From an optimization exercise on the open Yosys and OpenROAD flow, aimed at a short achievable clock period and few clock cycles; shortcuts taken in it are not production practice. No functional check of the RTL was part of any run shown here. Power is estimated from default activity; no workload was simulated.

**run.sh**
```bash
#!/bin/bash
# synth_recipe.tcl (not shown) runs the flow's synth.tcl, then flattens the netlist and writes it again
# the make line also repeats each setting of config.mk as NAME=value (left out here)
make -C /OpenROAD-flow-scripts/flow DESIGN_CONFIG=/design/flow/config.mk WORK_HOME=/design/flow/orfs CLKGATE_MAP_FILE= SYNTH_SCRIPT=/design/flow/synth_recipe.tcl finish
```
**config.mk**
```make
export PLATFORM = sky130hd
export DESIGN_NAME = minicomp_core
export DESIGN_NICKNAME = minicomp_core
export VERILOG_FILES = /design/flow/design.v
export SDC_FILE = /design/flow/constraint.sdc
export NUM_CORES = 4
export LEC_CHECK = 0
export ABC_CLOCK_PERIOD_IN_PS = 1000
export CAP_MARGIN = 20
export CORE_MARGIN = 2
export CORE_UTILIZATION = 40
export PLACE_DENSITY = 0.6
export SETUP_SLACK_MARGIN = 3.5
export SLEW_MARGIN = 20
export SYNTH_HIERARCHICAL = 1
export SYNTH_MINIMUM_KEEP_SIZE = 0
```
**constraint.sdc**
```tcl
create_clock -name core_clock -period 5.0 [get_ports {clk}]
set_input_delay 1.0000 -clock core_clock [delete_from_list [all_inputs] [get_ports {clk}]]
set_output_delay 1.0000 -clock core_clock [all_outputs]
set_load 0.01 [all_outputs]
```
**design.v**
```verilog
module minicomp_amux (
    input  wire       sj,            
    input  wire       sn,            
    input  wire       so,            
    input  wire [7:0] a1,
    input  wire [7:0] a2,
    input  wire [7:0] ao,
    output wire [7:0] y
);
    assign y = ({8{sj}} & a2) | ({8{sn}} & a1) | ({8{so}} & ao);
endmodule
module minicomp_core (
    input  wire       clk,
    input  wire       rst,           
    output wire [7:0] mem_addr,
    input  wire [7:0] mem_rdata,
    output wire       mem_we,
    output wire [7:0] mem_wdata,
    output wire [7:0] io_port,       
    output wire       io_rd,         
    input  wire [7:0] io_rdata,
    input  wire       io_present,    
    output wire       io_wr,         
    output wire [7:0] io_wdata
);
    reg [7:0] x0, x1, x2, x3;
    reg [7:0] addr_q, ir, ipc, nb, ioaddr, wdata_q;
    reg       m_fetch, m_normal, m_memop, m_jimm;
    reg       we_q, rd_q, wr_q;
    reg [3:0] wadd;                  
    reg [3:0] wfast;                 
    reg [3:0] wb;                    
    reg [3:0] sb;                    
    reg [7:0] xa, xb;                
    reg       lfa, lfb;              
    reg [7:0] res_q;                 
    reg e_add, e_shl, e_shr, e_not, e_and, e_or, e_xor, e_alu, e_aluw;
    reg e_clf, e_data, e_in, e_outa, e_jmp, e_jmpr, e_jxxx, e_mem, e_st, e_outd;
    reg mo_ld, mo_hit;               
    reg [3:0] nb_na, nb_nb;          
    reg       mo_fa, mo_fb;          
    reg       cy, f_al, f_eq, zen;
    reg [7:0] fres;
    wire [7:0] b = mem_rdata;
    wire [7:0] g0 = xa & xb;
    wire [7:0] t0 = xa | xb;
    reg  [8:0] gg, pp;
    reg  [8:0] gn, pn;
    integer k, d;
    always @(*) begin
        gg = {g0, cy};
        pp = {t0, 1'b0};
        for (d = 1; d < 9; d = d * 2) begin
            gn = gg;
            pn = pp;
            for (k = d; k < 9; k = k + 1) begin
                gn[k] = gg[k] | (pp[k] & gg[k - d]);
                pn[k] = pp[k] & pp[k - d];
            end
            gg = gn;
            pp = pn;
        end
    end
    wire [7:0] sum  = (xa ^ gg[7:0]) ^ xb;
    wire       sum8 = gg[8];
    wire [7:0] hg = xa & ~xb;
    wire [7:0] ht = xa | ~xb;
    reg  [7:0] cg, cp, cgn, cpn;
    always @(*) begin
        cg = hg;
        cp = ht;
        for (d = 1; d < 8; d = d * 2) begin
            cgn = cg;
            cpn = cp;
            for (k = d; k < 8; k = k + 1) begin
                cgn[k] = cg[k] | (cp[k] & cg[k - d]);
                cpn[k] = cp[k] & cp[k - d];
            end
            cg = cgn;
            cp = cpn;
        end
    end
    wire a_gt_b = cg[7];
    wire a_eq_b = &(ht & (~xa | xb));
    wire [7:0] c_oth = ({8{e_shl}} & {xa[6:0], cy})
                     | ({8{e_shr}} & {cy, xa[7:1]})
                     | ({8{e_not}} & ~xa)
                     | ({8{e_and}} & g0)
                     | ({8{e_or}}  & t0)
                     | ({8{e_xor}} & xa & ~xb) | ({8{e_xor}} & ~xa & xb);
    wire cout = (e_add & sum8) | (e_shl & xa[7]) | (e_shr & xa[0]);
    wire [7:0] ra = lfa ? res_q : xa;
    wire [7:0] rb = lfb ? res_q : xb;
    wire       wbq   = |wb;
    wire [7:0] zsrc  = wbq ? res_q : fres;
    wire f_z   = zen & (zsrc == 8'd0);
    wire taken = |(ir[3:0] & {cy, f_al, f_eq, f_z});
    wire [7:0] a1 = addr_q + 8'd1;
    wire [7:0] a2 = addr_q + 8'd2;
    wire [7:0] i1 = ipc + 8'd1;
    wire [7:0] i2 = ipc + 8'd2;
    wire b_j  = b[7:4] == 4'd5;
    wire nb_j = nb[7:4] == 4'd5;
    wire [3:0] ba = 4'b0001 << b[3:2];
    wire [3:0] bb = 4'b0001 << b[1:0];
    wire e_seq  = e_alu | e_clf | e_in | e_outa;
    wire n_seq  = m_normal & (e_seq | (e_jxxx & ~taken));
    wire haz    = e_add & b[7] & (|(wadd & ba) | |(wadd & bb));
    wire       load_b  = m_fetch | (n_seq & ~haz);
    wire       load_nb = m_memop & ~mo_hit;
    wire       load    = load_b | load_nb;
    wire [7:0] ir_nx   = m_memop ? nb : b;
    wire [3:0] nbs     = m_memop ? nb_nb : bb;
    reg  [7:0] ao;
    always @(*) begin
        ao = addr_q;
        if (m_normal & e_mem)                   ao = ra;
        else if (m_normal & e_jxxx)             ao = ipc;      
        else if (m_normal & e_data)             ao = a1;
        else if ((m_normal & e_jmp) | m_jimm)   ao = b;
        else if (m_normal & e_jmpr)             ao = rb;
        else if (m_memop & mo_hit)              ao = ipc;
        else if (m_memop)                       ao = nb_j ? i2 : i1;
    end
    wire       seq = m_fetch | n_seq;
    wire [7:0] addr_n;
    minicomp_amux amux (
        .sj(seq & b_j), .sn(seq & ~b_j), .so(~seq),
        .a1(a1), .a2(a2), .ao(ao), .y(addr_n)
    );
    wire [7:0] xf = c_oth
                  | ({8{e_in & ir[2]}} & ioaddr)
                  | ({8{e_in & ~ir[2] & io_present}} & io_rdata)
                  | ({8{e_in & ~ir[2] & ~io_present}} & rb)
                  | ({8{e_data | mo_ld}} & b);
    wire [7:0] xsa = ({8{ba[0]}} & x0) | ({8{ba[1]}} & x1) | ({8{ba[2]}} & x2) | ({8{ba[3]}} & x3);
    wire [7:0] xsb = ({8{bb[0]}} & x0) | ({8{bb[1]}} & x1) | ({8{bb[2]}} & x2) | ({8{bb[3]}} & x3);
    wire [7:0] msa = ({8{nb_na[0]}} & x0) | ({8{nb_na[1]}} & x1) | ({8{nb_na[2]}} & x2) | ({8{nb_na[3]}} & x3);
    wire [7:0] msb = ({8{nb_nb[0]}} & x0) | ({8{nb_nb[1]}} & x1) | ({8{nb_nb[2]}} & x2) | ({8{nb_nb[3]}} & x3);
    wire       fa_f  = |(wfast & ba);
    wire       fb_f  = |(wfast & bb);
    wire       fa_wb = |(wb & ba);
    wire       fb_wb = |(wb & bb);
    wire       ma_wb = |(wb & nb_na);
    wire       mb_wb = |(wb & nb_nb);
    wire nx_add  = ir_nx[7:4] == 4'd8;
    wire nx_aluw = ir_nx[7] & (ir_nx[6:4] != 3'd7);
    wire nx_fast = (nx_aluw & ~nx_add) | (ir_nx[7:4] == 4'd2) | (ir_nx[7:3] == 5'b01110);
    always @(posedge clk) begin
        if (rst) begin
            x0 <= 8'd0; x1 <= 8'd0; x2 <= 8'd0; x3 <= 8'd0;
            addr_q <= 8'd0;
            ioaddr <= 8'd0;
            m_fetch <= 1'b1; m_normal <= 1'b0; m_memop <= 1'b0; m_jimm <= 1'b0;
            we_q <= 1'b0; rd_q <= 1'b0; wr_q <= 1'b0;
            wadd <= 4'd0; wfast <= 4'd0; wb <= 4'd0;
            e_add <= 1'b0; e_shl <= 1'b0; e_shr <= 1'b0; e_not <= 1'b0; e_and <= 1'b0;
            e_or <= 1'b0; e_xor <= 1'b0; e_alu <= 1'b0; e_aluw <= 1'b0;
            e_clf <= 1'b0; e_data <= 1'b0; e_in <= 1'b0; e_outa <= 1'b0;
            e_jmp <= 1'b0; e_jmpr <= 1'b0; e_jxxx <= 1'b0; e_mem <= 1'b0; e_st <= 1'b0;
            e_outd <= 1'b0;
            mo_ld <= 1'b0; mo_hit <= 1'b0;
            cy <= 1'b0; f_al <= 1'b0; f_eq <= 1'b0; zen <= 1'b0; fres <= 8'd0;
        end else begin
            if (wfast[0]) x0 <= xf; else if (wb[0]) x0 <= res_q;
            if (wfast[1]) x1 <= xf; else if (wb[1]) x1 <= res_q;
            if (wfast[2]) x2 <= xf; else if (wb[2]) x2 <= res_q;
            if (wfast[3]) x3 <= xf; else if (wb[3]) x3 <= res_q;
            wb <= wadd;
            if (e_alu) begin
                cy <= cout; f_al <= a_gt_b; f_eq <= a_eq_b; zen <= e_aluw;
            end
            if (e_alu & ~e_add) fres <= c_oth;
            else if (wbq) fres <= res_q;
            if (e_clf) begin
                cy <= 1'b0; f_al <= 1'b0; f_eq <= 1'b0; zen <= 1'b0;
            end
            if (e_outa) ioaddr <= rb;
            wadd   <= {4{load & nx_add}} & nbs;
            wfast  <= ({4{load & nx_fast}} & nbs)
                    | ({4{m_normal & e_mem & ~e_st & ~e_outd}} & sb);   
            e_alu  <= load & ir_nx[7];
            e_aluw <= load & nx_aluw;
            e_add  <= load & nx_add;
            e_shl  <= load & (ir_nx[7:4] == 4'd9);
            e_shr  <= load & (ir_nx[7:4] == 4'd10);
            e_not  <= load & (ir_nx[7:4] == 4'd11);
            e_and  <= load & (ir_nx[7:4] == 4'd12);
            e_or   <= load & (ir_nx[7:4] == 4'd13);
            e_xor  <= load & (ir_nx[7:4] == 4'd14);
            e_mem  <= load & ((ir_nx[7:5] == 3'd0) | (ir_nx[7:2] == 6'b011110));
            e_st   <= load & (ir_nx[7:4] == 4'd1);
            e_outd <= load & (ir_nx[7:2] == 6'b011110);
            e_data <= load & (ir_nx[7:4] == 4'd2);
            e_jmpr <= load & (ir_nx[7:4] == 4'd3);
            e_jmp  <= load & (ir_nx[7:4] == 4'd4);
            e_jxxx <= load & (ir_nx[7:4] == 4'd5);
            e_clf  <= load & (ir_nx[7:4] == 4'd6);
            e_in   <= load & (ir_nx[7:3] == 5'b01110);
            e_outa <= load & (ir_nx[7:2] == 6'b011111);
            rd_q   <= load & (ir_nx[7:2] == 6'b011100);
            addr_q <= addr_n;
            we_q <= 1'b0;
            wr_q <= 1'b0;
            mo_ld <= 1'b0;
            mo_hit <= 1'b0;
            m_fetch  <= 1'b0;
            m_normal <= load;
            m_memop  <= 1'b0;
            m_jimm   <= 1'b0;
            if (m_normal) begin
                if (haz) begin                       
                    m_memop <= 1'b1;
                end else if (n_seq) begin
                end else if (e_mem) begin
                    we_q <= e_st;
                    wr_q <= e_outd;
                    mo_ld <= ~e_st & ~e_outd;
                    mo_hit <= e_st & (ra == ipc);    
                    m_memop <= 1'b1;
                end else if (e_jxxx) begin           
                    m_jimm <= 1'b1;
                end else begin                       
                    m_fetch <= 1'b1;
                end
            end
            if (m_memop & mo_hit) m_fetch <= 1'b1;   
            if (m_jimm) m_fetch <= 1'b1;
        end
    end
    always @(posedge clk) begin
        res_q <= sum;
        if (load) begin
            ir <= ir_nx;
            sb <= nbs;
        end
        xa <= m_memop ? (mo_fa ? b : ma_wb ? res_q : msa)
                      : (fa_f ? xf : fa_wb ? res_q : xsa);
        xb <= m_memop ? (mo_fb ? b : mb_wb ? res_q : msb)
                      : (fb_f ? xf : fb_wb ? res_q : xsb);
        lfa <= e_add & |(wadd & ba);
        lfb <= e_add & |(wadd & bb);
        if (load_b) ipc <= a1;
        else if (load_nb) ipc <= i1;
        if (m_normal & (e_mem | haz)) begin
            nb <= b;
            nb_na <= ba;
            nb_nb <= bb;
            mo_fa <= e_mem & ~e_st & ~e_outd & |(ba & sb);
            mo_fb <= e_mem & ~e_st & ~e_outd & |(bb & sb);
            wdata_q <= rb;
        end
    end
    assign mem_addr  = addr_q;
    assign mem_we    = we_q;
    assign mem_wdata = wdata_q;
    assign io_port   = ioaddr;
    assign io_rd     = rd_q;
    assign io_wr     = wr_q;
    assign io_wdata  = wdata_q;
endmodule
```
==> impl_metrics.py, run 1 <==
metrics = {
    "status": {
        "status": "finished clean",
    },
    "critical_path": {
        "startpoint": "mem_rdata[2]",
        "path_max_fanout": 8,
        "crit_chain": "buf_12, mux4_2, o211ai_4, inv_2, a211o_4, a2111o_2, nor3b_2",
        "cp-end-kind": "flip-flop",
        "critPathRequiredTime_ps": 5360,
        "critPathMaxStageDelay_ps": 540,
        "crit_path_top_delay_cell": "mux4_2",
        "r2r-start": "res_q[6]",
        "cp.arrival_ps": 2960,
        "crit_type": "in -> reg",
        "cp-start-kind": "input port",
    },
    "timing": {
        "setup_viol": 0,
        "finalSetupTns_ps": 0,
        "rsz0062_at_grt": "true",
        "skew_ps": 14.46,
        "fin_crit_sh_pct": 52.02,
        "fin_ws_ps": 2399,
        "fin_crit_ps": 2601,
        "hold_viol": 0,
        "worst_slew_pin_slew_ps": 1042,
        "slew_headroom_pct": 30.45,
        "max_freq_ghz": 0.3845,
        "slew_violations": 0,
    },
    "worst_hold_path": {
        "hp-start": "e_outd",
        "hold_class": "reg -> reg",
    },
    "die": {
        "ios": 54,
        "core_area_um2": 25840,
        "fp-row-count": 59,
        "die_x_um": 165.4,
        "die-area_um2": 27370,
        "initial_utilization_pct": 40.34,
        "die_h_um": 165.4,
    },
    "synth": {
        "async_flop_share_pct": 0,
        "synth_edf_count": 42,
        "ys_types": 61,
        "synth-seq-cells": 168,
        "postSynthAreaPerCell_um2": 9.144,
        "synth_warnings": 7,
        "synthCells": 1140,
        "yosysSeqAreaShare_pct": 36.30,
        "syn-cell-area_um2": 10420,
        "synthesis.nets": 1195,
        "synth-main-ff-cell": "dfxtp_1",
    },
    "route": {
        "vias_per_cell": 6.252,
        "drt_iter0_markers": 1228,
        "vias": 10220,
        "drc": 0,
        "drtPass1Iterations": 6,
        "wirelength_um": 39230,
        "drt.antenna.violating_nets": 0,
        "wire_per_inst_um": 24.01,
    },
    "flow_run": {
        "maxCapViolations": 0,
    },
    "clock_network": {
        "cts-root-buf": "clkbuf_16",
        "clock-sinks": 168,
        "cts_tree": "yes",
        "clock_latency_ps": 440,
        "cts_made_buffers": 17,
        "cts-htree-levels": 4,
        "path_clk_slew_ps": 70,
        "postCtsHoldBufs": 0,
        "ctsLongestPathBuffers": 2,
    },
    "layout": {
        "nFillCells": 2113,
        "final_common_cell": "buf_4",
        "fin_nets": 1341,
        "most-common-layout-cells": "buf_4, nand2_1, dfxtp_1, buf_6, mux2i_1",
        "diodes": 0,
        "multi_input_area_um2": 7448,
        "fin_util_pct": 57.79,
        "drive_above_1_share_pct": 44.42,
        "final_area_um2": 14930,
        "syn2layout_area_growth_pct": 43.25,
        "seq_area_um2": 3919,
    },
    "placement": {
        "hpwl_um": 23430,
        "pre_cts_slack_ps": 1290,
        "io_buffer_count": 53,
        "postPlaceCellArea_um2": 11350,
        "place_congestion": 0.8987,
    },
    "pwr": {
        "powerDensity_nw_per_um2": 242.1,
        "ir_worst_vdd_mv": 0.1810,
        "cellLeakagePower_uw": 0.005641,
        "p_total_uw": 3615,
    },
    "grt": {
        "grt_overflow_total": 0,
        "grt_pass1_wl_um": 57950,
        "grt_pass1_vias": 9713,
        "antenna_found_initial": 0,
        "grt_start_max_net_pins": 60,
        "grt_use_total_pct": 28.30,
    },
}
## synth_stat cells (27+ instances only)
cell      instances  area, um2
edfxtp_1         42       1261
mux2_2           27      304.0
a211oi_1         95      713.2
a21oi_1          31      155.2
nand2_1          97      364.1
nor2_1           60      225.2
mux2i_1          65      650.6
clkbuf_1         80      300.3
a22oi_1          46      345.3
ha_1             35      437.9
dfxtp_1         126       2522
xor2_1           27      236.5
inv_1            57      214.0
o21ai_0          61      305.3
nor2b_1          56      350.3
## through the flow
stage / cells / hold WS [ps]
after floorplan: 1140 / 422.6
after global placement: 1432 / 458.4
final: 1634 / 486.3
after CTS: 1593 / 498.8
after detailed placement: 1432 / 460.2
after global routing: 1634 / 509.1
## final timing paths
kind	endpoint	slack (ps)	cells past startpoint
max	wadd[3]	2400	7
min	wr_q	490	2
min reg2reg	wr_q	490	2
max reg2reg	ipc[1]	2550	8
## per-layer routing
layer / vias up / share of wire [%] / track usage, % / routed length, um
li1: 4485 / - / - / -
met1: 4986 / 40 / 36.43 / 15570
met2: 603 / 47 / 46.02 / 18480
met3: 141 / 8.9 / 4.945 / 3489
met4: 0 / 4.3 / 13.79 / 1697
met5: - / 0 / 0 / 0
## cells by family (layout without fill, tap and decap cells)
| kind of cell | after synthesis | after routing | synth area share [%] |
|---|---|---|---|
| mux | 116 | 118 | 14.34 |
| buf+inv | 167 | 320 | 6.410 |
| fa+ha+maj | 36 | 36 | 4.393 |
| simple gates | 308 | 309 | 14.61 |
| xor+xnor | 44 | 44 | 3.697 |
| compound gates | 301 | 304 | 20.25 |
| flops | 168 | 168 | 36.30 |
## per-module statistics from Yosys, one instance, submodules excluded
| module | cells inside | flops+latches |
|---|---|---|
| minicomp_amux | 18 | 0 |
| minicomp_core | 1122 | 168 |
## area by class of cell
type,instances,area share (%)
Multi-Input combinational cell,811,49.88
Sequential cell,168,26.24
Timing Repair Buffer,230,15.58
Clock buffer,21,3.092
Tap cell,335,2.807
Inverter,58,1.642
Clock inverter,11,0.7541
## report_power, final
group | internal [uW] | switching (uW) | total [uW]
logic | 345 | 348 | 693
registers | 1450 | 140 | 1590
clock network | 727 | 602 | 1330
total | 2530 | 1090 | 3620
## repair_timing
| item | CTS | global route |
|---|---|---|
| setup buffers | 119 | 39 |
| gates cloned | 10 | 2 |
| gates resized for setup | 509 | 108 |
| setup endpoints to repair | 241 | 220 |
| pin swaps | 70 | 48 |
## sequential cells by signal, indices dropped and copies added (netlist names), 4 cells and up
| name | cells |
|---|---|
| x3 | 8 |
| xa | 8 |
| res_q | 8 |
| wb | 4 |
| nb | 8 |
| x2 | 8 |
| wadd | 4 |
| x0 | 8 |
| nb_nb | 4 |
| sb | 4 |
| fres | 8 |
| nb_na | 4 |
| wdata_q | 8 |
| ir | 4 |
| addr_q | 8 |
| ioaddr | 8 |
| x1 | 8 |
| wfast | 4 |
| xb | 8 |
| ipc | 8 |
## worst max-delay path, delay by kind of cell
kind	cells	cell delay, ps
compound gates	3	1060
mux	1	540
simple gates	1	200
buf+inv	2	150
==> inputs of run 2 (changes only) <==
--- a/config.mk
+++ b/config.mk
@@ -13,4 +13,2 @@
 export SETUP_SLACK_MARGIN = 3.5
 export SLEW_MARGIN = 20
-export SYNTH_HIERARCHICAL = 1
-export SYNTH_MINIMUM_KEEP_SIZE = 0
==> impl_metrics.py, run 2 <==
metrics = {
    "status": {
        "status": "finished clean",
    },
    "synth": {
        "synth_edf_count": 42,
        "synth_warnings": 1,
        "ys_types": 76,
        "synth_common_cells": "dfxtp_1, nand2_1, a211oi_1, clkbuf_1, nor2_1",
        "yosysSeqAreaShare_pct": 35.67,
        "synth_area_leaders": "dfxtp_1, edfxtp_1, a211oi_1",
        "yosysMostFrequentCell": "dfxtp_1",
        "async_flop_share_pct": 0,
        "synth_top_cell_by_area": "dfxtp_1",
        "syn-cell-area_um2": 10610,
        "synthesis.nets": 1206,
        "postSynthAreaPerCell_um2": 9.216,
        "yosys.area.top_type_share_pct": 23.78,
        "synth-main-ff-cell": "dfxtp_1",
        "synthCells": 1151,
        "synth-seq-cells": 168,
    },
    "die": {
        "ios": 54,
        "initial_utilization_pct": 40.71,
        "die_h_um": 166.8,
        "die-area_um2": 27840,
        "die_x_um": 166.8,
        "core_area_um2": 26060,
        "fp-row-count": 59,
    },
    "clock_network": {
        "cts_made_buffers": 17,
        "cts-htree-levels": 4,
        "cts-root-buf": "clkbuf_16",
        "clock-sinks": 168,
        "postCtsHoldBufs": 0,
        "path_clk_slew_ps": 60,
        "ctsLongestPathBuffers": 2,
        "cts_tree": "yes",
        "clock_latency_ps": 440,
    },
    "critical_path": {
        "cp-start-kind": "flip-flop",
        "critPathRequiredTime_ps": 5200,
        "cp.arrival_ps": 2670,
        "path_max_fanout": 8,
        "crit_type": "reg -> reg",
        "cp-end-kind": "flip-flop",
    },
    "route": {
        "vias_per_cell": 6.327,
        "vias": 10620,
        "wirelength_um": 41940,
        "drc": 0,
        "drtPass1Iterations": 8,
        "wire_per_inst_um": 24.98,
        "drt.antenna.violating_nets": 0,
        "drt_iter0_markers": 1275,
    },
    "timing": {
        "fin_crit_ps": 2469,
        "setup_viol": 0,
        "finalSetupTns_ps": 0,
        "fin_crit_sh_pct": 49.38,
        "fin_ws_ps": 2531,
        "holdWs_ps": 475.6,
        "slew_headroom_pct": 37.69,
        "rsz0062_at_grt": "true",
        "skew_ps": 12.99,
        "slew_violations": 0,
        "max_freq_ghz": 0.4051,
        "worst_slew_pin_slew_ps": 934.6,
        "hold_viol": 0,
    },
    "grt": {
        "antenna_found_initial": 1,
        "grt_overflow_total": 0,
        "grt_start_max_net_pins": 83,
        "grt_pass1_wl_um": 61510,
        "grt_pass1_vias": 9918,
        "grt_use_total_pct": 28.67,
    },
    "flow_run": {
        "maxCapViolations": 0,
    },
    "layout": {
        "instances_no_fill": 1679,
        "drive_above_1_share_pct": 46.43,
        "fin_util_pct": 60.38,
        "final_common_cell": "buf_4",
        "most-common-layout-cells": "buf_4, nand2_1, dfxtp_1, buf_6, a211oi_2",
        "fin_nets": 1386,
        "syn2layout_area_growth_pct": 48.34,
        "diodes": 0,
    },
    "placement": {
        "hpwl_um": 23760,
        "io_buffer_count": 53,
        "place_congestion": 0.8913,
        "dp.cells": 1445,
        "pre_cts_slack_ps": 1403,
    },
    "pwr": {
        "powerDensity_nw_per_um2": 239.5,
        "cellLeakagePower_uw": 0.005898,
        "ir_worst_vdd_mv": 0.1827,
    },
    "worst_hold_path": {
        "hold_class": "reg -> reg",
    },
}
[run 2: cell families (layout without fill, tap and decap cells)]
family / after synthesis / in the layout / synth area share (%)
adders and majority gates: 36 / 36 / 4.317
AOI/OAI and AO/OA: 314 / 314 / 20.91
and+or+nand+nor: 318 / 320 / 15.20
muxes: 115 / 117 / 14.19
DFF: 168 / 168 / 35.67
buffers and inverters: 158 / 347 / 6.240
xor gates and xnor gates: 42 / 42 / 3.468
[run 2: final timing paths]
kind,startpoint,to,slack [ps],depth (start not counted)
max,wb[2],sb[1],2530,10
min,wadd[1],wb[1],480,1
min reg2reg,wadd[1],wb[1],480,1
max reg2reg,wb[2],sb[1],2530,10
[run 2: layout make-up]
class                      instances  area [um2]
clock inverter                    11       98.84
clock buffer                      21       440.4
fill                            2031       10320
multi-input combinational        829        7707
sequential                       168        3924
timing repair buffer             267        2937
inverter                          48       209.0
tap                              335       419.2
[run 2: what timing repair did]
item | CTS | global route
pin swaps | 91 | 54
buffers inserted | 145 | 41
resized for setup | 562 | 93
endpoints found under the hold margin | 0 | 0
cloned | 14 | 2
setup endpoints to repair | 239 | 215
[run 2: worst max-delay path, cell delays in order (launching register included)]
cell,delay (ps)
dfxtp_4,350
buf_12,130
nor4_4,300
buf_4,200
nand3_4,110
a21oi_4,210
o21ai_4,90
a211oi_4,390
buf_12,180
clkinvlp_4,110
buf_8,160
[run 2: stage by stage]
| stage | power [uW] | instance area [um2] |
|---|---|---|
| after CTS | 3663 | 14990 |
| after floorplan | 1997 | 11200 |
| after global routing | 3878 | 15740 |
| after global placement | 2165 | 11510 |
| final | 3768 | 15740 |
| after detailed placement | 2165 | 11510 |
[run 2: power breakdown]
part | leakage (uW) | internal [uW] | switching [uW]
clock network | 0.000261 | 686 | 586
logic | 0.00417 | 436 | 436
registers | 0.00146 | 1460 | 159
total | 0.00590 | 2590 | 1180
[run 2: per-layer routing]
metal / up-vias / track usage, % / share of wire, %
li1: 4634 / - / -
met1: 5178 / 38.97 / 40
met2: 691 / 45.57 / 47
met3: 120 / 4.919 / 9.2
met4: 0 / 11.09 / 4.0
met5: - / 0 / 0

-- what the ideal ports hide --
In the flow no input, the clock included, has a driving cell. The finished layouts below were timed again as built, in two steps. Step 1 assumes that a clkbuf_16 drives the clock port and a buf_2 every other input. Step 2 moves the port delays by t, midway between the first and last clock arrival at a register: inputs arrive t later, outputs are due t later. That takes back most of the time a late clock gives input paths. a / b / c = ideal ports / drivers / drivers and shift; a / b = the first two.
run	shift t [ns]	setup slack, ns	slew at the worst register clock pin (ns)	worst slew at a driven data input, ns	pins driven straight from the clock port
run 1	0.479	2.399 / 2.381 / 1.902	0.07 / 0.07	0.07	1
run 2	0.487	2.531 / 2.531 / 2.047	0.07 / 0.07	0.06	1
After both steps every run listed still meets setup and hold. For run 1, which loses most, drivers alone change the setup slack by -0.018 ns; drivers and shift together by -0.497 ns.
